What follows belongs to an exercise in optimizing a design on an open flow for small area and few clock cycles per item; a production flow would make more cautious choices.
The RTL was checked by simulation tests, not by an equivalence proof against the original design.

## v28
Design aes_core, start of the top module:
module aes_core (
    input  wire         clk,
    input  wire         rst,         
    input  wire         start,       
    input  wire         key_256,
    input  wire [255:0] key,
    input  wire [127:0] block_in,
    output wire         ready,
    output reg          done,        
    output wire [127:0] block_out
);
==> flow/config.mk <==
export PLATFORM = sky130hd
export DESIGN_NAME = aes_core
export DESIGN_NICKNAME = aes_core
export VERILOG_FILES = /design/flow/design.v
export SDC_FILE = /design/flow/constraint.sdc
export NUM_CORES = 4
export LEC_CHECK = 0
export CAP_MARGIN = 20
export CORE_MARGIN = 2
export CORE_UTILIZATION = 70
export SLEW_MARGIN = 20
==> flow/constraint.sdc <==
create_clock -name core_clock -period 14.0 [get_ports {clk}]
set_input_delay 2.8000 -clock core_clock [delete_from_list [all_inputs] [get_ports {clk}]]
set_output_delay 2.8000 -clock core_clock [all_outputs]
set_load 0.01 [all_outputs]
standard.sh (not shown) runs the stock make flow with config.mk's settings and CLKGATE_MAP_FILE= SYNTH_SCRIPT=/design/flow/synth_recipe.tcl, a recipe that flattens the netlist after the stock synthesis.
==> flow/flow/run.sh <==
#!/bin/bash
# The standard layout (standard.sh), with synthesis run through
# flow/my_synth.tcl, and with the floorplan-stage timing repair and the
# timing-driven global placement turned off (timing is repaired after CTS),
# and the ports buffered with buf_1 cells.
# Tool logs: orfs/logs/..., and make's output in make.log.
set -euo pipefail
W=$PWD
export MY_ABC_SCRIPT=$W/flow/area.abc
export FLOW_SYNTH=$W/synth_recipe.tcl
sed "s#SYNTH_SCRIPT=[^ ]*#SYNTH_SCRIPT=$W/flow/my_synth.tcl REMOVE_ABC_BUFFERS=1 GPL_TIMING_DRIVEN=0 BUFFER_PORTS_ARGS=\"-buffer_cell sky130_fd_sc_hd__buf_1\"#" standard.sh > my_standard.sh
grep -q "SYNTH_SCRIPT=$W/flow/my_synth.tcl" my_standard.sh
bash my_standard.sh > make.log 2>&1
==> flow/flow/area.abc <==
strash
dch
map -a
topo
==> flow/flow/my_synth.tcl <==
# The standard flow's synthesis (synth_recipe.tcl, ORFS synth.tcl) with one change: the
# technology mapping. abc maps for area onto a small set of cells (XOR/XNOR
# gates, 2-input gates, AOI/OAI21, 2:1 muxes), which keeps the XOR structure
# of the RTL instead of breaking it into AND-OR logic.
proc abc {args} {
  set keep {xor2_1 xnor2_1 xor3_1 xnor3_1 nand2_1 nor2_1 inv_1 mux2i_1 mux2_1 and2_1 or2_1 a21oi_1 o21ai_0}
  set du {}
  foreach lib $::env(LIB_FILES) {
    set f [open $lib r]
    foreach {m c} [regexp -all -inline {cell\s*\(\s*"?(sky130_fd_sc_hd__[a-z0-9_]+)} [read $f]] {
      if { [lsearch -exact $keep [string range $c 17 end]] < 0 } { lappend du -dont_use $c }
    }
    close $f
  }
  set libargs {}
  foreach lib $::env(LIB_FILES) { lappend libargs -liberty $lib }
  yosys abc {*}$libargs {*}$du -constr $::env(OBJECTS_DIR)/abc.constr -script $::env(MY_ABC_SCRIPT) -D 14000
}
source $::env(FLOW_SYNTH)
Status v28: flow complete, layout not clean - setup timing
Testbench counts of v28, summed over its fixed seeds: cycles 9,272, items 1,536.
Edits applied to the flow inputs when going from v28 to v48:
# v28
export LEC_CHECK = 0
export CAP_MARGIN = 20
export CORE_MARGIN = 2
export CORE_UTILIZATION = 70
export SLEW_MARGIN = 20
create_clock -name core_clock -period 14.0 [get_ports {clk}]
# v48
export LEC_CHECK = 0
export CAP_MARGIN = 20
export CORE_MARGIN = 2
export CORE_UTILIZATION = 60
export SLEW_MARGIN = 20
create_clock -name core_clock -period 14.0 [get_ports {clk}]
==> flow/flow/area.abc <==
strash
dch
map -D 7500
topo
diff --git a/flow/flow/my_synth.tcl b/flow/flow/my_synth.tcl
--- a/flow/flow/my_synth.tcl
+++ b/flow/flow/my_synth.tcl
@@ -3 +3,2 @@
-# gates, 2-input gates, AOI/OAI21, 2:1 muxes), which keeps the XOR structure
+# gates, 2-input gates, AOI/OAI21, 2:1 muxes) under a delay target tighter than
+# the clock (its delay model has no wires), which keeps the XOR structure
Results
- v48 | stages: all done | timing, DRC, antenna: all pass
- Diff v28 -> v48: portion of the clock cycle consumed by the worst path in the final layout now sits lower, cell count now sits higher, count of multi-input combinational gates increased 72, number of unique standard cell types used by synthesis increased by 1 relative to the old numbers.
- v48 has all-layer global routing usage below what v28 had.
- On clock skew, v48 does better than v28.
- Sort v28 and v48 by met2 track demand over resource asc -> top: v48
- Number of clock buffer instances in the layout | v48 above v28
- The layout overhead on the synthesized area number comes out lower for v48 vs v28.
Edits applied to the flow inputs when going from v48 to v10:
# v48
export LEC_CHECK = 0
export CAP_MARGIN = 20
export CORE_MARGIN = 2
export CORE_UTILIZATION = 60
export SLEW_MARGIN = 20
create_clock -name core_clock -period 14.0 [get_ports {clk}]
# v10
export LEC_CHECK = 0
export CAP_MARGIN = 20
export CORE_MARGIN = 2
export CORE_UTILIZATION = 70
export CTS_BUF_LIST = sky130_fd_sc_hd__clkbuf_4 sky130_fd_sc_hd__clkbuf_8
export SLEW_MARGIN = 20
create_clock -name core_clock -period 14.0 [get_ports {clk}]
==> flow/flow/area.abc <==
strash
dch
map -a
topo
diff --git a/flow/flow/my_synth.tcl b/flow/flow/my_synth.tcl
--- a/flow/flow/my_synth.tcl
+++ b/flow/flow/my_synth.tcl
@@ -3,2 +3 @@
-# gates, 2-input gates, AOI/OAI21, 2:1 muxes) under a delay target tighter than
-# the clock (its delay model has no wires), which keeps the XOR structure
+# gates, 2-input gates, AOI/OAI21, 2:1 muxes), which keeps the XOR structure
## What came out
Layout checks on v10: not met. Flow itself completed; violations: setup timing.
v10: number of buffers and inverters on the critical path 3 above v48
Of the two values seen for critical path startpoint, state[39]$_DFF_P_ was produced by v48 and mode256$_DFFE_PP_ by v10.
In the reports for v48 and v10, the smaller total of clock buffers placed in the layout belongs to v48.
On sequential portion of the cell area, v48 and v10 are neck and neck.
Comparing slew at the pin closest to its max-slew limit for v48 and v10, the smaller number came from v48.
On headroom to the max-slew limit, the lower figure sits with v10, not v48.
For the data required time at the worst endpoint, v10 came in 0.08 ns higher than v48 did.
v10 against v48: number of antenna diodes saw an increase, maximum clock frequency shrank by about 6%, final cell count has decreased.
The following lists how v5 was set up differently from v10:
# v10
export LEC_CHECK = 0
export CAP_MARGIN = 20
export CORE_MARGIN = 2
export CORE_UTILIZATION = 70
export CTS_BUF_LIST = sky130_fd_sc_hd__clkbuf_4 sky130_fd_sc_hd__clkbuf_8
export SLEW_MARGIN = 20
create_clock -name core_clock -period 14.0 [get_ports {clk}]
# v5
export LEC_CHECK = 0
export CAP_MARGIN = 20
export CORE_MARGIN = 2
export CORE_UTILIZATION = 60
export SLEW_MARGIN = 20
create_clock -name core_clock -period 14.0 [get_ports {clk}]
Findings:
v5 ran to completion and came out clean on the timing, design-rule and antenna checks.
Comparing v5 and v10, the lower synthesis-to-layout area growth was measured on v10.
v5: setup TNS after final layout higher than v10
Comparing v5 with v10, the register fraction of the total cell area came out essentially unchanged.

[static timing again, ports no longer ideal]
No port has a modelled driver above. Below, the same layouts with a new extraction and two added sets of constraints.
Step 1: set_driving_cell puts a clkbuf_16 on clk and a buf_2 on each other input, an assumption about the parent block.
Step 2 also shifts input and output timing later by t, the mid clock arrival at the registers, as if the neighbouring blocks saw the same clock.
Slacks: ideal / step 1 / step 2; pairs: ideal / step 1.
run | shift t [ns] | slack for setup (ns) | worst hold slack (ns) | clock arrival spread, ns | worst slew at a driven data input, ns
v28 | 0.720 | -0.604 / -0.604 / -0.604 | 0.711 / 0.711 / 0.711 | 0.046 / 0.046 | 0.13
v48 | 0.724 | 0.416 / 0.416 / 0.416 | 0.690 / 0.690 / 0.690 | 0.031 / 0.031 | 0.08
v10 | 0.815 | -0.402 / -0.402 / -0.402 | 0.706 / 0.706 / 0.706 | 0.092 / 0.092 | 0.14
v5 | 0.707 | 0.206 / 0.206 / 0.206 | 0.668 / 0.668 / 0.668 | 0.045 / 0.046 | 0.11
